Source: an optimization exercise on an open RTL-to-GDS flow (aim: small area, a short achievable clock period and few clock cycles per item). Production flows keep margins and buffers that such runs may drop. RTL that was checked went through simulation tests only; none was proved equivalent to the original. Power and IR drop assume default switching activity.

==> run D: inputs <==
## irig_tce
module irig_tce (
    input  wire        clk,
    input  wire        rst,
    input  wire        load,
    input  wire        tick,
    input  wire [1:0]  rc,           
    output reg         cmd_ready,
    input  wire        tbl_we,
    input  wire [6:0]  tbl_addr,
    input  wire [7:0]  tbl_wdata,
    input  wire        cfg_irig,
    input  wire        cfg_year,
    input  wire        cfg_ieee,
    input  wire        leap_ins,
    input  wire        leap_del,
    input  wire [6:0]  leap_tyear,
    input  wire [8:0]  leap_tday,
    input  wire [4:0]  leap_thour,
    input  wire [5:0]  leap_tmin,
    input  wire        leap_warn,
    input  wire [6:0]  start_year,
    input  wire [8:0]  start_day,
    input  wire [4:0]  start_hour,
    input  wire [5:0]  start_min,
    input  wire [5:0]  start_sec,
    input  wire        dst_req,
    input  wire        dst_active0,
    input  wire [6:0]  dst_tyear,
    input  wire [8:0]  dst_tday,
    input  wire [4:0]  dst_thour,
    input  wire [5:0]  dst_tmin,
    input  wire        cfg_off_sign,
  ...
export LEC_CHECK = 0
export CAP_MARGIN = 20
export CORE_MARGIN = 2
export CORE_UTILIZATION = 40
export PLACE_DENSITY = 0.6
export SLEW_MARGIN = 20
export SETUP_SLACK_MARGIN = 9.2
export TNS_END_PERCENT = 100
create_clock -name core_clock -period 13.0 [get_ports {clk}]
standard.sh (not shown) runs the stock make flow with config.mk's settings and CLKGATE_MAP_FILE= SYNTH_SCRIPT=/design/flow/synth_recipe.tcl, a recipe that flattens the netlist after the stock synthesis.
==> flow/flow/run.sh <==
#!/bin/bash
set -e
cat >> config.mk <<'EOC'
export SETUP_SLACK_MARGIN = 9.2
export TNS_END_PERCENT = 100
EOC
bash standard.sh > flow_standard.log 2>&1
==> run Z (differences from run D) <==
==> flow/run.sh (new file) <==
#!/bin/bash
# synth_recipe.tcl (not shown) runs the flow's synth.tcl, then flattens the netlist and writes it again
# the make line also repeats each setting of config.mk as NAME=value (left out here)
make -C /OpenROAD-flow-scripts/flow DESIGN_CONFIG=/design/flow/config.mk WORK_HOME=/design/flow/orfs CLKGATE_MAP_FILE= SYNTH_SCRIPT=/design/flow/synth_recipe.tcl finish
--- a/flow/config.mk
+++ b/flow/config.mk
@@ -12,3 +12 @@
 export SLEW_MARGIN = 20
-export SETUP_SLACK_MARGIN = 9.2
-export TNS_END_PERCENT = 100
removed: flow/flow/run.sh
removed: flow/standard.sh
==> summary.txt <==
Sequential power is about the same in run D and run Z. Against run Z, the setup slack of run D is higher by 1.1 ns. Against run Z, the sequential share of layout area of run D is lower by 2.7 points. In run Z the clock skew is higher than in run D, by 0.0081 ns. In run D the design area is larger than in run Z, by 5.2%. Flip-flop and latch count is the same in run Z and run D. Between run D and run Z, the lower non-clock buffer count is in run Z (gap 153). Against run Z, the hold slack of run D is higher by 0.0013 ns. Of run D and run Z, run D has the higher cell count (gap 3.3%, measured against run Z).
Testbench counts of run D, summed over its fixed seeds: cycles 44,066, items 40,182.
Testbench counts of run Z, summed over its fixed seeds: cycles 44,066, items 40,182.

========
==> inputs of job 5545 <==
irig_tce, a different RTL version from the one above (not shown whole).
Settings: LEC_CHECK=0, CAP_MARGIN=20, CORE_MARGIN=2, CORE_UTILIZATION=40, PLACE_DENSITY=0.6, SLEW_MARGIN=20, SETUP_SLACK_MARGIN=9.2, TNS_END_PERCENT=100; clock period 13.0 ns.
==> flow/flow/run.sh <==
#!/bin/bash
set -e
cat >> config.mk <<'EOC'
export SETUP_SLACK_MARGIN = 9.2
export TNS_END_PERCENT = 100
EOC
bash standard.sh > flow_standard.log 2>&1
==> job 8777: changes against job 5545 <==
--- a/flow/design.v
+++ b/flow/design.v
@@ -180,13 +180,12 @@
     reg [6:0]  b;                
     reg        ph;               
     reg [1:0]  kc;               
     reg        chg;              
     reg [5:0]  e1;               
     reg [3:0]  d1;               
-    reg [3:0]  d1b;              
     reg [8:0]  k1;               
     reg        k1_fsel;          
     reg  [365:0] wv;             
     reg  [5:0]   wpos;           
     reg  [59:0]  iv [0:4];       
     reg          wr_busy, wr_w;
@@ -199,65 +198,17 @@
     wire       i_ok = (tbl_addr >= 7'd64) && (tbl_addr < 7'd114);
     wire       wr_take = tbl_we && !wr_busy && (w_ok || i_ok);
     reg        lv;               
     reg  [2:0] ia_ring;
     reg  [3:0] ia_idx;
     always @* begin
-        case (tbl_addr)
-            7'd64: begin ia_ring = 3'd0; ia_idx = 4'd0; end
-            7'd65: begin ia_ring = 3'd0; ia_idx = 4'd1; end
-            7'd66: begin ia_ring = 3'd0; ia_idx = 4'd2; end
-            7'd67: begin ia_ring = 3'd0; ia_idx = 4'd3; end
-            7'd68: begin ia_ring = 3'd0; ia_idx = 4'd4; end
-            7'd69: begin ia_ring = 3'd0; ia_idx = 4'd5; end
-            7'd70: begin ia_ring = 3'd0; ia_idx = 4'd6; end
-            7'd71: begin ia_ring = 3'd0; ia_idx = 4'd7; end
-            7'd72: begin ia_ring = 3'd0; ia_idx = 4'd8; end
-            7'd73: begin ia_ring = 3'd0; ia_idx = 4'd9; end
-            7'd74: begin ia_ring = 3'd1; ia_idx = 4'd0; end
-            7'd75: begin ia_ring = 3'd1; ia_idx = 4'd1; end
-            7'd76: begin ia_ring = 3'd1; ia_idx = 4'd2; end
-            7'd77: begin ia_ring = 3'd1; ia_idx = 4'd3; end
-            7'd78: begin ia_ring = 3'd1; ia_idx = 4'd4; end
-            7'd79: begin ia_ring = 3'd1; ia_idx = 4'd5; end
-            7'd80: begin ia_ring = 3'd1; ia_idx = 4'd6; end
-            7'd81: begin ia_ring = 3'd1; ia_idx = 4'd7; end
-            7'd82: begin ia_ring = 3'd1; ia_idx = 4'd8; end
-            7'd83: begin ia_ring = 3'd1; ia_idx = 4'd9; end
-            7'd84: begin ia_ring = 3'd2; ia_idx = 4'd0; end
-            7'd85: begin ia_ring = 3'd2; ia_idx = 4'd1; end
-            7'd86: begin ia_ring = 3'd2; ia_idx = 4'd2; end
-            7'd87: begin ia_ring = 3'd2; ia_idx = 4'd3; end
-            7'd88: begin ia_ring = 3'd2; ia_idx = 4'd4; end
-            7'd89: begin ia_ring = 3'd2; ia_idx = 4'd5; end
-            7'd90: begin ia_ring = 3'd2; ia_idx = 4'd6; end
-            7'd91: begin ia_ring = 3'd2; ia_idx = 4'd7; end
-            7'd92: begin ia_ring = 3'd2; ia_idx = 4'd8; end
-            7'd93: begin ia_ring = 3'd2; ia_idx = 4'd9; end
-            7'd94: begin ia_ring = 3'd3; ia_idx = 4'd0; end
-            7'd95: begin ia_ring = 3'd3; ia_idx = 4'd1; end
-            7'd96: begin ia_ring = 3'd3; ia_idx = 4'd2; end
-            7'd97: begin ia_ring = 3'd3; ia_idx = 4'd3; end
-            7'd98: begin ia_ring = 3'd3; ia_idx = 4'd4; end
-            7'd99: begin ia_ring = 3'd3; ia_idx = 4'd5; end
-            7'd100: begin ia_ring = 3'd3; ia_idx = 4'd6; end
-            7'd101: begin ia_ring = 3'd3; ia_idx = 4'd7; end
-            7'd102: begin ia_ring = 3'd3; ia_idx = 4'd8; end
-            7'd103: begin ia_ring = 3'd3; ia_idx = 4'd9; end
-            7'd104: begin ia_ring = 3'd4; ia_idx = 4'd0; end
-            7'd105: begin ia_ring = 3'd4; ia_idx = 4'd1; end
-            7'd106: begin ia_ring = 3'd4; ia_idx = 4'd2; end
-            7'd107: begin ia_ring = 3'd4; ia_idx = 4'd3; end
-            7'd108: begin ia_ring = 3'd4; ia_idx = 4'd4; end
-            7'd109: begin ia_ring = 3'd4; ia_idx = 4'd5; end
-            7'd110: begin ia_ring = 3'd4; ia_idx = 4'd6; end
-            7'd111: begin ia_ring = 3'd4; ia_idx = 4'd7; end
-            7'd112: begin ia_ring = 3'd4; ia_idx = 4'd8; end
-            7'd113: begin ia_ring = 3'd4; ia_idx = 4'd9; end
-            default: begin ia_ring = 3'd0; ia_idx = 4'd0; end
-        endcase
+        if (ia[5:0] >= 6'd40)      begin ia_ring = 3'd4; ia_idx = ia[5:0] - 6'd40; end
+        else if (ia[5:0] >= 6'd30) begin ia_ring = 3'd3; ia_idx = ia[5:0] - 6'd30; end
+        else if (ia[5:0] >= 6'd20) begin ia_ring = 3'd2; ia_idx = ia[5:0] - 6'd20; end
+        else if (ia[5:0] >= 6'd10) begin ia_ring = 3'd1; ia_idx = ia[5:0] - 6'd10; end
+        else                       begin ia_ring = 3'd0; ia_idx = ia[3:0]; end
     end
     reg  [3:0] fpos, fframe;
     reg  [2:0] ftab;
     always @* begin
         case (fframe)
             4'd0:    ftab = 3'd0;
@@ -286,26 +237,21 @@
     wire       lm   = (ct_year == leap_tyear) && (ct_day == leap_tday) &&
                       (ct_hour == leap_thour) && (ct_min == leap_tmin);
     wire [7:0] by = bcd7(ct_year);
     wire [7:0] bm = bcd7({1'b0, ct_min});
     wire [7:0] bs = bcd7({1'b0, ct_sec});
     wire [7:0] dtu = bcd7(dr_q);
-    reg  [3:0] yt_q, yu_q, mu_q, su_q, hu_q;
-    reg  [2:0] mt_q, st_q;
-    reg  [1:0] ht_q;
-    always @(posedge clk) begin
-        yt_q <= by[7:4];
-        yu_q <= by[3:0];
-        mt_q <= bm[6:4];
-        mu_q <= bm[3:0];
-        st_q <= bs[6:4];
-        su_q <= bs[3:0];
-        ht_q <= (ct_hour >= 5'd20) ? 2'd2 : (ct_hour >= 5'd10) ? 2'd1 : 2'd0;
-        hu_q <= (ct_hour >= 5'd20) ? ct_hour[3:0] - 4'd4 :
-                (ct_hour >= 5'd10) ? ct_hour[3:0] - 4'd10 : ct_hour[3:0];
-    end
+    wire [3:0] yt_q = by[7:4];
+    wire [3:0] yu_q = by[3:0];
+    wire [2:0] mt_q = bm[6:4];
+    wire [3:0] mu_q = bm[3:0];
+    wire [2:0] st_q = bs[6:4];
+    wire [3:0] su_q = bs[3:0];
+    wire [1:0] ht_q = (ct_hour >= 5'd20) ? 2'd2 : (ct_hour >= 5'd10) ? 2'd1 : 2'd0;
+    wire [3:0] hu_q = (ct_hour >= 5'd20) ? ct_hour[3:0] - 4'd4 :
+                      (ct_hour >= 5'd10) ? ct_hour[3:0] - 4'd10 : ct_hour[3:0];
     reg  [12:0] h225;
     always @* begin
         case (ct_hour)
             5'd0: h225 = 13'd0;     5'd1: h225 = 13'd225;   5'd2: h225 = 13'd450;
             5'd3: h225 = 13'd675;   5'd4: h225 = 13'd900;   5'd5: h225 = 13'd1125;
             5'd6: h225 = 13'd1350;  5'd7: h225 = 13'd1575;  5'd8: h225 = 13'd1800;
@@ -741,34 +687,34 @@
                 x_id = D_I1;
                 x_kd = k1[4:3];
             end
         end
     end
     wire [22:0] x_pd = desc(x_id, x_kd, rc_q, b == 7'd42, x_fs ? fhour : fsync);
-    wire [3:0] p_d  = irig ? (cdec(r1_0) ? n_st : n_su) : (wrap ? n_yu : wdig(cur_w));
-    wire [3:0] p_db = wrap ? n_mu : wdig(cur_w - 5'd1);
+    wire [3:0] p_d = irig ? (cdec(r1_0) ? n_st : n_su) :
+                     (wrap ? (cdec(e1) ? n_mu : n_yu) : wdig(cur_w - {4'd0, cdec(e1)}));
     wire [8:0] k_in  = dcd(e1, d1, cur == 5'd0, dut1, leap_warn, dst_active);
     wire [8:0] k_pr  = irig ? dcd(r1_0, d1, 1'b0, dut1, leap_warn, nact) :
-                              dcd(e1, cdec(e1) ? d1b : d1, cur_w == 5'd0, dut1, leap_warn, nact);
+                              dcd(e1, d1, cur_w == 5'd0, dut1, leap_warn, nact);
     reg [2:0] settle_n;
     reg [1:0] st_n;
     always @* begin
         settle_n = (settle != 3'd0) ? settle - 3'd1 : 3'd0;
         st_n     = st;
         if (rst) begin
             settle_n = 3'd0;
             st_n     = ST_IDLE;
         end else if (accept_load) begin
-            settle_n = 3'd3;
+            settle_n = 3'd4;
         end else if (accept_tick) begin
-            settle_n = 3'd3;
+            settle_n = 3'd4;
             st_n     = t_st;
         end else if (xfer)
             st_n = x_st;
         if (rot_w || (rot_i != 5'd0) || wr_busy || wr_take || spec_q)
-            if (settle_n < 3'd2) settle_n = 3'd2;
+            if (settle_n < 3'd3) settle_n = 3'd3;
         if ((need_al && lv && !irig) || rot_cnt != 6'd0)
             if (settle_n == 3'd0) settle_n = 3'd1;
     end
     always @(posedge clk) begin
         chg       <= accept_load || accept_tick;
         st        <= st_n;
@@ -781,13 +727,12 @@
         if (accept_tick && t_bits)
             d1 <= t_d;
         else if (xfer && (x_l1 || x_bits0) && !prime_e)
             d1 <= idig(eff_n);
         else if (prime_e)
             d1 <= p_d;
-        d1b <= p_db;
         if (prime_k) begin
             k1      <= k_pr;
             k1_fsel <= (nmin == 6'd0);
         end else if (xfer && x_l2)
             k1 <= k_in;
         if (accept_tick || xfer)
==> flow/flow/run.sh (replaced) <==
#!/bin/bash

# Each tool's full output is in flow_standard.log and in orfs/logs/.
set -e
cat >> config.mk <<'EOC'
export SETUP_SLACK_MARGIN = 9.2
export TNS_END_PERCENT = 100
export BUFFER_PORTS_ARGS = -buffer_cell sky130_fd_sc_hd__buf_1
EOC
bash standard.sh > flow_standard.log 2>&1
--- a/flow/config.mk
+++ b/flow/config.mk
@@ -9,6 +9,7 @@
 export CORE_MARGIN = 2
 export CORE_UTILIZATION = 40
 export PLACE_DENSITY = 0.6
 export SLEW_MARGIN = 20
 export SETUP_SLACK_MARGIN = 9.2
 export TNS_END_PERCENT = 100
+export BUFFER_PORTS_ARGS = -buffer_cell sky130_fd_sc_hd__buf_1
==> job 183: changes against job 5545 <==
--- a/flow/design.v
+++ b/flow/design.v
@@ -145,21 +145,34 @@
                 f  = 1'b1;
                 cs = 3'd4;
             end
             dcd = {f, cs, k, dc, ty};
         end
     endfunction
+    function [3:0] add3;         
+        input [3:0] d;
+        begin
+            case (d)
+                4'd5:    add3 = 4'd8;
+                4'd6:    add3 = 4'd9;
+                4'd7:    add3 = 4'd10;
+                4'd8:    add3 = 4'd11;
+                4'd9:    add3 = 4'd12;
+                default: add3 = d;
+            endcase
+        end
+    endfunction
     function [7:0] bcd7;         
         input [6:0] v;
         reg   [14:0] s;
         integer i;
         begin
             s = {8'd0, v};
             for (i = 0; i < 7; i = i + 1) begin
-                if (s[10:7] >= 4'd5) s[10:7] = s[10:7] + 4'd3;
-                if (s[14:11] >= 4'd5) s[14:11] = s[14:11] + 4'd3;
+                s[10:7]  = add3(s[10:7]);
+                s[14:11] = add3(s[14:11]);
                 s = s << 1;
             end
             bcd7 = s[14:7];
         end
     endfunction
     function [3:0] inc10;
@@ -341,14 +354,14 @@
                      (ct_min == 6'd59 && ct_hour == 5'd23 && ct_day == ylen &&
                       ((dst_tyear == 7'd0 && ct_year == 7'd99) ||
                        (dst_tyear <= 7'd100 && ct_year + 7'd1 == dst_tyear) ||
                        (dst_tyear > 7'd100 && {1'b0, ct_year} + 8'd101 == {1'b0, dst_tyear})));
         dh_q <= (ct_day >= 9'd300) ? 2'd3 : (ct_day >= 9'd200) ? 2'd2 :
                 (ct_day >= 9'd100) ? 2'd1 : 2'd0;
-        dr_q <= (ct_day >= 9'd300) ? ct_day - 9'd300 : (ct_day >= 9'd200) ? ct_day - 9'd200 :
-                (ct_day >= 9'd100) ? ct_day - 9'd100 : ct_day[6:0];
+        dr_q <= ct_day - ((ct_day >= 9'd300) ? 9'd300 : (ct_day >= 9'd200) ? 9'd200 :
+                          (ct_day >= 9'd100) ? 9'd100 : 9'd0);
         dt_q <= dtu[7:4];
         du_q <= dtu[3:0];
         sp_q <= {ct_min, 6'd0} - {4'd0, ct_min, 2'd0} + {6'd0, ct_sec};
         sbs_q <= {h225, 4'd0} + {5'd0, sp_q};
     end
     wire m59     = m59_q;
==> flow/flow/run.sh (replaced) <==
#!/bin/bash
set -e
cat >> config.mk <<'EOC'
export SETUP_SLACK_MARGIN = 9.2
export TNS_END_PERCENT = 100
export BUFFER_PORTS_ARGS = -buffer_cell sky130_fd_sc_hd__buf_1
export CTS_ARGS = -sink_clustering_enable -repair_clock_nets -sink_clustering_size 20 -sink_clustering_max_diameter 120 -buf_list sky130_fd_sc_hd__clkbuf_16 -dont_use_dummy_load
EOC
bash standard.sh > flow_standard.log 2>&1
--- a/flow/config.mk
+++ b/flow/config.mk
@@ -9,6 +9,8 @@
 export CORE_MARGIN = 2
 export CORE_UTILIZATION = 40
 export PLACE_DENSITY = 0.6
 export SLEW_MARGIN = 20
 export SETUP_SLACK_MARGIN = 9.2
 export TNS_END_PERCENT = 100
+export BUFFER_PORTS_ARGS = -buffer_cell sky130_fd_sc_hd__buf_1
+export CTS_ARGS = -sink_clustering_enable -repair_clock_nets -sink_clustering_size 20 -sink_clustering_max_diameter 120 -buf_list sky130_fd_sc_hd__clkbuf_16 -dont_use_dummy_load
==> job 7093: changes against job 5545 <==
--- a/flow/design.v
+++ b/flow/design.v
@@ -145,21 +145,34 @@
                 f  = 1'b1;
                 cs = 3'd4;
             end
             dcd = {f, cs, k, dc, ty};
         end
     endfunction
+    function [3:0] add3;         
+        input [3:0] d;
+        begin
+            case (d)
+                4'd5:    add3 = 4'd8;
+                4'd6:    add3 = 4'd9;
+                4'd7:    add3 = 4'd10;
+                4'd8:    add3 = 4'd11;
+                4'd9:    add3 = 4'd12;
+                default: add3 = d;
+            endcase
+        end
+    endfunction
     function [7:0] bcd7;         
         input [6:0] v;
         reg   [14:0] s;
         integer i;
         begin
             s = {8'd0, v};
             for (i = 0; i < 7; i = i + 1) begin
-                if (s[10:7] >= 4'd5) s[10:7] = s[10:7] + 4'd3;
-                if (s[14:11] >= 4'd5) s[14:11] = s[14:11] + 4'd3;
+                s[10:7]  = add3(s[10:7]);
+                s[14:11] = add3(s[14:11]);
                 s = s << 1;
             end
             bcd7 = s[14:7];
         end
     endfunction
     function [3:0] inc10;
@@ -341,14 +354,14 @@
                      (ct_min == 6'd59 && ct_hour == 5'd23 && ct_day == ylen &&
                       ((dst_tyear == 7'd0 && ct_year == 7'd99) ||
                        (dst_tyear <= 7'd100 && ct_year + 7'd1 == dst_tyear) ||
                        (dst_tyear > 7'd100 && {1'b0, ct_year} + 8'd101 == {1'b0, dst_tyear})));
         dh_q <= (ct_day >= 9'd300) ? 2'd3 : (ct_day >= 9'd200) ? 2'd2 :
                 (ct_day >= 9'd100) ? 2'd1 : 2'd0;
-        dr_q <= (ct_day >= 9'd300) ? ct_day - 9'd300 : (ct_day >= 9'd200) ? ct_day - 9'd200 :
-                (ct_day >= 9'd100) ? ct_day - 9'd100 : ct_day[6:0];
+        dr_q <= ct_day - ((ct_day >= 9'd300) ? 9'd300 : (ct_day >= 9'd200) ? 9'd200 :
+                          (ct_day >= 9'd100) ? 9'd100 : 9'd0);
         dt_q <= dtu[7:4];
         du_q <= dtu[3:0];
         sp_q <= {ct_min, 6'd0} - {4'd0, ct_min, 2'd0} + {6'd0, ct_sec};
         sbs_q <= {h225, 4'd0} + {5'd0, sp_q};
     end
     wire m59     = m59_q;
==> flow/flow/run.sh (replaced) <==
#!/bin/bash
set -e
cat >> config.mk <<'EOC'
export SETUP_SLACK_MARGIN = 9.05
export TNS_END_PERCENT = 100
export BUFFER_PORTS_ARGS = -buffer_cell sky130_fd_sc_hd__buf_1
export CTS_ARGS = -sink_clustering_enable -repair_clock_nets -sink_clustering_size 24 -sink_clustering_max_diameter 100 -buf_list sky130_fd_sc_hd__clkbuf_16 -dont_use_dummy_load
EOC
bash standard.sh > flow_standard.log 2>&1
==> flow/config.mk (replaced) <==
export PLATFORM = sky130hd
export DESIGN_NAME = irig_tce
export DESIGN_NICKNAME = irig_tce
export VERILOG_FILES = /design/flow/design.v
export SDC_FILE = /design/flow/constraint.sdc
export NUM_CORES = 4
export LEC_CHECK = 0
export CAP_MARGIN = 20
export CORE_MARGIN = 2
export CORE_UTILIZATION = 60
export PLACE_DENSITY = 0.75
export SLEW_MARGIN = 20
export SETUP_SLACK_MARGIN = 9.05
export TNS_END_PERCENT = 100
export BUFFER_PORTS_ARGS = -buffer_cell sky130_fd_sc_hd__buf_1
export CTS_ARGS = -sink_clustering_enable -repair_clock_nets -sink_clustering_size 24 -sink_clustering_max_diameter 100 -buf_list sky130_fd_sc_hd__clkbuf_16 -dont_use_dummy_load
==> comparison table <==
                                                                                              job 5545                 job 8777                  job 183                 job 7093
Reg clk slew, reported paths                                                                   0.06 ns                  0.06 ns                  0.09 ns                  0.09 ns
Synthesized instance count                                                                        3279                     3334                     3341                     3341
Clock-cell share                                                                                6.775%                   5.862%                   2.754%                   2.468%
Multi-input gate area in the final layout                                                 0.01542 mm^2             0.01631 mm^2             0.01460 mm^2             0.01448 mm^2
Via-per-instance ratio                                                                           5.450                    5.452                    5.499                    6.237
Setup slack after layout                                                                      8.981 ns                 7.415 ns                 9.045 ns                 8.866 ns
Cell area power density                                                                  169.7 mW/mm^2            119.0 mW/mm^2            160.9 mW/mm^2            162.1 mW/mm^2
Final period util                                                                               30.92%                   42.96%                   30.42%                   31.80%
Met1 layer wirelength in the final routing                                                    49350 um                 50300 um                 49140 um                 44770 um
Number of non-filler instances in the completed layout                                            5139                     5232                     5022                     4528
WS Path Type                                                                                   reg2out                  reg2reg                  reg2out                  reg2out
Total core area                                                                            0.1051 mm^2              0.1048 mm^2              0.1038 mm^2             0.06895 mm^2
Core Util, Final                                                                                49.56%                   49.50%                   46.40%                   67.64%
Basic-gate share of the synthesized area counting and, or, nand and nor cells                   10.07%                   10.63%                   10.56%                   10.56%
NetSw                                                                                          2248 uW                  1311 uW                  2032 uW                  2012 uW
Switching power as a share of total power                                                       25.43%                   21.23%                   26.23%                   26.62%
Final worst hold slack                                                                       0.3268 ns                0.3258 ns                0.3329 ns                0.3343 ns
Internal power contribution                                                                    6593 uW                  4862 uW                  5715 uW                  5547 uW
Starting DRC count in detailed routing                                                            2835                     2725                     2855                     3383
Deepest level of the CTS H-tree                                                                      3                        3                        2                        2
Capture instance of the worst register-to-register path                                        h225[8]                    par_q               rot_cnt[4]                  h225[9]
Routed WL per cell                                                                            21.41 um                 22.04 um                 20.95 um                 22.79 um
Outcome                                                                        complete, no violations  complete, no violations  complete, no violations  complete, no violations
Testbench counts of job 183, summed over its fixed seeds: cycles 43,832, items 40,182.
Testbench counts of job 7093, summed over its fixed seeds: cycles 43,832, items 40,182.
For job 5545 and job 8777, only the layout was checked, not whether the RTL still works.

## separate check: timing with driven ports
The flow's constraints put no driver on any port. The routed layouts listed below were extracted and timed again, unchanged, in two steps.
Step 1 assumes that a clkbuf_16 drives the clock port and a buf_2 every other input.
Step 2 moves the port delays by t, midway between the first and last clock arrival at a register: inputs arrive t later, outputs are due t later. That takes back most of the time a late clock gives input paths.
a / b / c = no drivers / after step 1 / after step 2; a / b = the first two.
run	t, ns	slack for setup (ns)	latest minus earliest clock arrival (ns)	worst register clock-pin slew, ns
run D	0.734	8.964 / 8.894 / 8.412	0.036 / 0.036	0.07 / 0.07
run Z	0.728	7.836 / 7.851 / 7.123	0.050 / 0.051	0.07 / 0.07
job 5545	0.741	8.981 / 8.914 / 8.361	0.050 / 0.050	0.07 / 0.07
job 8777	0.728	7.415 / 7.415 / 7.415	0.040 / 0.039	0.07 / 0.07
job 183	0.693	9.045 / 8.976 / 8.384	0.061 / 0.060	0.09 / 0.09
job 7093	0.668	8.866 / 8.803 / 8.240	0.065 / 0.065	0.11 / 0.11
After both steps every run listed still meets setup and hold. The setup slack of run Z, which loses most, moves by +0.015 ns with the drivers and by -0.713 ns with both steps.
